Context: an optimization exercise on an open-source flow, tuned for small area, a short achievable clock period and few clock cycles per item. The choices shown serve that exercise and are no tape-out recipe.
Only simulation tests tie the RTL to the original design; equivalence was not proved.
Power and IR drop assume default switching activity.

## config.mk

```make
export PLATFORM = sky130hd
export DESIGN_NAME = ntc_temp
export DESIGN_NICKNAME = ntc_temp
export VERILOG_FILES = /design/flow/design.v
export SDC_FILE = /design/flow/constraint.sdc
export NUM_CORES = 4
export LEC_CHECK = 0
export CAP_MARGIN = 20
export CORE_MARGIN = 2
export CORE_UTILIZATION = 40
export PLACE_DENSITY = 0.6
export SLEW_MARGIN = 20
```

## constraint.sdc

```tcl
create_clock -name core_clock -period 11.0 [get_ports {clk}]
set_input_delay 2.2000 -clock core_clock [delete_from_list [all_inputs] [get_ports {clk}]]
set_output_delay 2.2000 -clock core_clock [all_outputs]
set_load 0.01 [all_outputs]
```

## design.v

```verilog
module ntc_temp (
    input  wire        clk,
    input  wire        rst,
    input  wire        start,
    input  wire [15:0] vref,
    input  wire [15:0] vntc,
    input  wire [31:0] toff,
    output wire        ready,
    output reg         done,
    output reg         err,
    output reg  [31:0] result
);
    localparam integer XW = 36;
    localparam integer AW = 42;
    localparam integer NITER = 32;            
    localparam integer QBITS = 30;            
    localparam [XW-1:0] X_TWO  = 36'h8_0000_0000;        
    localparam [AW-1:0] LN2    = 42'd11908177887;         
    localparam [AW-1:0] K1     = 42'd194760884930;        
    localparam [31:0]   C273   = 32'd17901158;            
    localparam [39:0]   NUM_HI = 40'd3544186880;          
    localparam [1:0] S_IDLE = 2'd0,
                     S_LN   = 2'd1,
                     S_DIV  = 2'd2,
                     S_FIN  = 2'd3;
    reg  [1:0]    state;
    reg           phase;       
    reg  [5:0]    k;
    reg  [XW-1:0] x;
    reg  [AW-1:0] acc;
    reg  [15:0]   vref_q;
    reg  [31:0]   toff_q;
    reg  [39:0]   rem;
    reg  [QBITS-1:0] quo;
    reg  [4:0]    qcnt;
    assign ready = (state == S_IDLE);
    function [3:0] msb_index;
        input [15:0] v;
        integer i;
        begin
            msb_index = 4'd0;
            for (i = 0; i < 16; i = i + 1)
                if (v[i]) msb_index = i[3:0];
        end
    endfunction
    function [AW-1:0] lnc;
        input [5:0] kk;
        begin
            case (kk)
                6'd1:  lnc = 42'd6965837516;
                6'd2:  lnc = 42'd3833577021;
                6'd3:  lnc = 42'd2023497145;
                6'd4:  lnc = 42'd1041523072;
                6'd5:  lnc = 42'd528653070;
                6'd6:  lnc = 42'd266359896;
                6'd7:  lnc = 42'd133696155;
                6'd8:  lnc = 42'd66978132;
                6'd9:  lnc = 42'd33521707;
                6'd10: lnc = 42'd16769029;
                6'd11: lnc = 42'd8386561;
                6'd12: lnc = 42'd4193792;
                6'd13: lnc = 42'd2097024;
                6'd14: lnc = 42'd1048544;
                6'd15: lnc = 42'd524280;
                6'd16: lnc = 42'd262142;
                6'd17: lnc = 42'd131072;
                6'd18: lnc = 42'd65536;
                6'd19: lnc = 42'd32768;
                6'd20: lnc = 42'd16384;
                6'd21: lnc = 42'd8192;
                6'd22: lnc = 42'd4096;
                6'd23: lnc = 42'd2048;
                6'd24: lnc = 42'd1024;
                6'd25: lnc = 42'd512;
                6'd26: lnc = 42'd256;
                6'd27: lnc = 42'd128;
                6'd28: lnc = 42'd64;
                6'd29: lnc = 42'd32;
                6'd30: lnc = 42'd16;
                6'd31: lnc = 42'd8;
                6'd32: lnc = 42'd4;
                default: lnc = 42'd0;
            endcase
        end
    endfunction
    function [XW-1:0] mant;
        input [15:0] v;
        reg   [15:0] m;
        begin
            m    = v << (4'd15 - msb_index(v));
            mant = {1'b0, m, 19'b0};
        end
    endfunction
    wire signed [4:0]    ediff    = $signed({1'b0, msb_index(vntc)}) - $signed({1'b0, msb_index(vref)});
    wire signed [AW-1:0] acc_init = $signed(K1) + ediff * $signed(LN2);
    wire [XW-1:0] x_try  = x + (x >> k);
    wire          take   = (x_try <= X_TWO);
    wire [39:0]   rem_sh = {rem[38:0], 1'b0};
    wire [39:0]   divsr  = acc[39:0];
    wire          qbit   = (rem_sh >= divsr);
    always @(posedge clk) begin
        if (rst) begin
            state <= S_IDLE;
            done  <= 1'b0;
        end else begin
            done <= 1'b0;
            case (state)
                S_IDLE: begin
                    if (start) begin
                        if (vref == 16'd0 || vntc == 16'd0) begin
                            done  <= 1'b1;
                            err   <= 1'b1;
                        end else begin
                            vref_q <= vref;
                            toff_q <= toff;
                            x      <= mant(vntc);
                            acc    <= acc_init;
                            k      <= 6'd1;
                            phase  <= 1'b0;
                            state  <= S_LN;
                        end
                    end
                end
                S_LN: begin
                    if (take) begin
                        x   <= x_try;
                        acc <= phase ? acc + lnc(k) : acc - lnc(k);
                    end
                    if (k == NITER[5:0]) begin
                        k <= 6'd1;
                        if (phase) begin
                            state <= S_DIV;
                            rem   <= NUM_HI;
                            qcnt  <= 5'd0;
                        end else begin
                            phase <= 1'b1;
                            x     <= mant(vref_q);
                        end
                    end else begin
                        k <= k + 6'd1;
                    end
                end
                S_DIV: begin
                    rem <= qbit ? rem_sh - divsr : rem_sh;
                    quo <= {quo[QBITS-2:0], qbit};
                    qcnt <= qcnt + 5'd1;
                    if (qcnt == QBITS[4:0] - 5'd1)
                        state <= S_FIN;
                end
                S_FIN: begin
                    result <= {2'b00, quo} - C273 - toff_q;
                    err    <= 1'b0;
                    done   <= 1'b1;
                    state  <= S_IDLE;
                end
            endcase
        end
    end
endmodule
```

## run.sh

```bash
#!/bin/bash
# synth_recipe.tcl (not shown) runs the flow's synth.tcl, then flattens the netlist and writes it again
# the make line also repeats each setting of config.mk as NAME=value (left out here)
make -C /OpenROAD-flow-scripts/flow DESIGN_CONFIG=/design/flow/config.mk WORK_HOME=/design/flow/orfs CLKGATE_MAP_FILE= SYNTH_SCRIPT=/design/flow/synth_recipe.tcl finish
```

==> impl_metrics.toml <==
[drt]
top_layer_used = "met4"
drtAntennaViolNets = 0
drt_iter0_drc = 1862
firstDrtPassIters = 5
routed-wl-met3_um = 4810
wl_per_cell_um = 19.0
drc_errors = 0
drt-total-wl_um = 75300
drt-met1-wl_um = 35700
vias_per_cell = 5.78
wl_met2_um = 33100
route.vias.total = 22900

[global_route]
grt_util_all_layers_pct = 21.9
antenna_found_initial = 0
grt_pass1_wl_um = 120000
grt-ovfl-total = 0
grt_pass1_vias = 21900
grt_max_degree = 57

[die]
core_area_sq_um = 65500
dieArea_sq_um = 67900
die-width_um = 261
start_util_pct = 40.2
rows = 94
chipHeight_um = 261
ios = 102

[cts]
htreeDepth = 2
ctsHoldBuffers = 0
postCtsSetupBuffers = 0
clkTransAtPathRegs_ns = 0.06
root_buffer = "clkbuf_16"
post_cts_resized = 0
clk_latency_ns = 0.57
cts_made_buffers = 37
cts.sinks = 274
clk_path_buf_depth = 3
cts_tree = "yes"

[logic_synthesis]
yosys-top-cells-area = "edfxtp_1 (27%), ha_1 (11%), a21oi_1 (5.2%)"
yosysUniqueCellTypes = 88
postSynth.asyncResetShare_pct = 0
synth_edf_count = 238
seq_area_frac_synth_pct = 29.9
synth_top_cell_area_share_pct = 27.1
synth_flop_cell = "edfxtp_1"
synth_warnings = 1
synthesis.instances = 3014
synth_area_leader_cell = "edfxtp_1"
synthTopCellsByCount = "nor2_1 (330), a21oi_1 (275), ha_1 (240)"
synth_seq_cells = 274
avgSynthCellArea_sq_um = 8.74
synth_nets = 3350
yosysMostFrequentCell = "nor2_1"
syn_area_sq_um = 26300

[pwr]
p_comb_share_pct = 65.5
p_sw_mw = 4.15
seqPwrFrac_pct = 19.7
p_int_mw = 4.58
p_leak_nw = 12.4
vdd.ir_drop.worst_mv = 0.112
switching_share_pct = 47.5
power_density_nw_per_um2 = 295
p_clk_share_pct = 14.8

[finish]
area_growth_pct = 12.4
antennaDiodeCount = 0
fin_nets = 3412
drive_gt1_share_pct = 6.02

[place]
place_congestion = 0.929
portBuffers = 101
detailed_place_hpwl_um = 58600
dp_slack_ns = 1.05

[sta]
setup_viol = 0
fin_skew_ns = 0.0313
drv_slew = 0
min_period_over_period_pct = 85.7
hold_viol = 0
worstMarginPinSlew_ns = 1.07
relSlewSlack_pct = 28.1
period_needed_ns = 9.43
setup_slack_ns = 1.57
setup_tns_ns = 0
rsz0062_at_grt = "false"
fmax_ghz = 0.106

[setup_path]
startpoint_type = "input pin"
cp_max_fo = 9
crit_type = "in2reg"
cp.arrival_ns = 9.72
end_kind = "flop"
cp.required_ns = 11.29

[status]
outcome = "no timing/DRC/antenna violations"

[worst_hold_path]
min_path_type = "reg2reg"

[run]
max_cap_viol_count = 0
final timing paths:
| check | start | to | slack (ns) | cells after the start |
|---|---|---|---|---|
| worst max-delay path | vntc[12] | acc[38] | 1.57 | 23 |
| worst max register to register | k[1] | acc[31] | 2.07 | 21 |
| worst min-delay path | quo[0] | quo[1] | 0.49 | 0 |
| worst min register to register | quo[0] | quo[1] | 0.49 | 0 |
power by group through the flow:
stage | Clock [mW] | Combinational [mW] | Sequential (mW)
6_report | 1.30 | 5.72 | 1.72
5_1_grt | 1.36 | 6.35 | 1.74
4_1_cts | 1.33 | 5.66 | 1.71
3_5_place_dp | 0 | 5.62 | 1.73
3_3_place_gp | 0 | 5.54 | 1.73
2_1_floorplan | 0 | 4.27 | 1.64
metrics by stage:
stage	cells	total power [mW]	area (sq um)	hold WS, ns	util (%)
3_3_place_gp	3900	7.27	28300	0.466	43.2
6_report	3968	8.73	29600	0.488	45.2
5_1_grt	3968	9.46	29600	0.515	45.2
2_1_floorplan	3014	5.92	26300	0.426	-
4_1_cts	3968	8.70	29600	0.496	45.2
3_5_place_dp	3901	7.35	28300	0.476	43.2
worst max-delay path, cell delays in order:
cell	delay, ns
clkdlybuf4s50_1	0.55
nor4_2	0.77
nor2b_1	0.52
inv_1	0.18
ha_1	0.37
xor2_1	0.41
ha_1	0.45
xnor2_1	0.19
ha_1	0.29
inv_1	0.05
fa_1	0.53
inv_1	0.04
ha_1	0.34
and4_1	0.26
a221o_1	0.39
a311oi_1	0.35
o21ai_1	0.22
a221oi_1	0.40
a21oi_1	0.19
a221o_1	0.38
o311ai_1	0.30
mux2i_1	0.24
o22ai_1	0.09
layer usage:
layer  global-route usage [%]  up-vias
li1                         -    11200
met1                     31.2    10800
met2                     35.1      785
met3                     3.03      109
met4                     5.51        0
met5                        0        -
placed cells by master (no fill, tap or decap), types with 88 or more instances in the layout:
master,netlist,layout
xnor2_1,127,127
nand2_1,199,199
nor3_1,89,88
edfxtp_1,238,238
xor2_1,90,90
clkdlybuf4s50_1,0,101
inv_1,222,222
mux2i_1,112,112
a21o_1,90,90
nor2_1,330,328
ha_1,240,239
o21ai_0,150,150
a21oi_1,275,273
cell families (layout without fill, tap and decap cells):
| kind of cell | after synthesis | in the layout | synth area share (%) |
|---|---|---|---|
| flip-flops | 274 | 274 | 29.9 |
| adder cells (fa/ha/maj) | 269 | 269 | 13.6 |
| AO/OA/AOI/OAI | 860 | 860 | 21.1 |
| XOR/XNOR | 217 | 217 | 7.21 |
| multiplexers | 165 | 165 | 7.47 |
| buffers and inverters | 336 | 426 | 4.91 |
| AND/OR/NAND/NOR | 893 | 893 | 15.8 |
area by class of cell:
type | count | area [sq um]
Clock inverter | 24 | 312
Tap cell | 864 | 1080
Inverter | 224 | 841
Timing Repair Buffer | 135 | 1290
Fill cell | 6256 | 35900
Clock buffer | 43 | 990
Multi-Input combinational cell | 2404 | 17200
Sequential cell | 274 | 7870
Testbench counts, summed over its fixed seeds: cycles 153,600, items 1,600.

port drivers added, routing unchanged:
How much do the figures lean on ideal ports? The routed layout below was timed once more, with nothing changed but the port constraints.
Step 1 (the two cells are an assumption about what drives the block):
set clk [get_ports {clk}]
set_driving_cell -lib_cell sky130_fd_sc_hd__clkbuf_16 $clk
set_driving_cell -lib_cell sky130_fd_sc_hd__buf_2 [delete_from_list [all_inputs] $clk]
Step 2 adds t to the input delays and takes it off the output delays; t is the mean of the earliest and latest rising clock arrival at the registers after step 1. Input paths then give back, and output paths get back, about the clock's delay inside the block.
a / b / c = no drivers / after step 1 / after step 2; a / b = the first two.
shift t [ns]: 0.616
slack for setup (ns): 1.569 / 1.606 / 0.990
latest minus earliest clock arrival (ns): 0.032 / 0.032
After both steps this run still meets setup and hold. For this run, drivers alone change the setup slack by +0.037 ns; drivers and shift together by -0.579 ns.
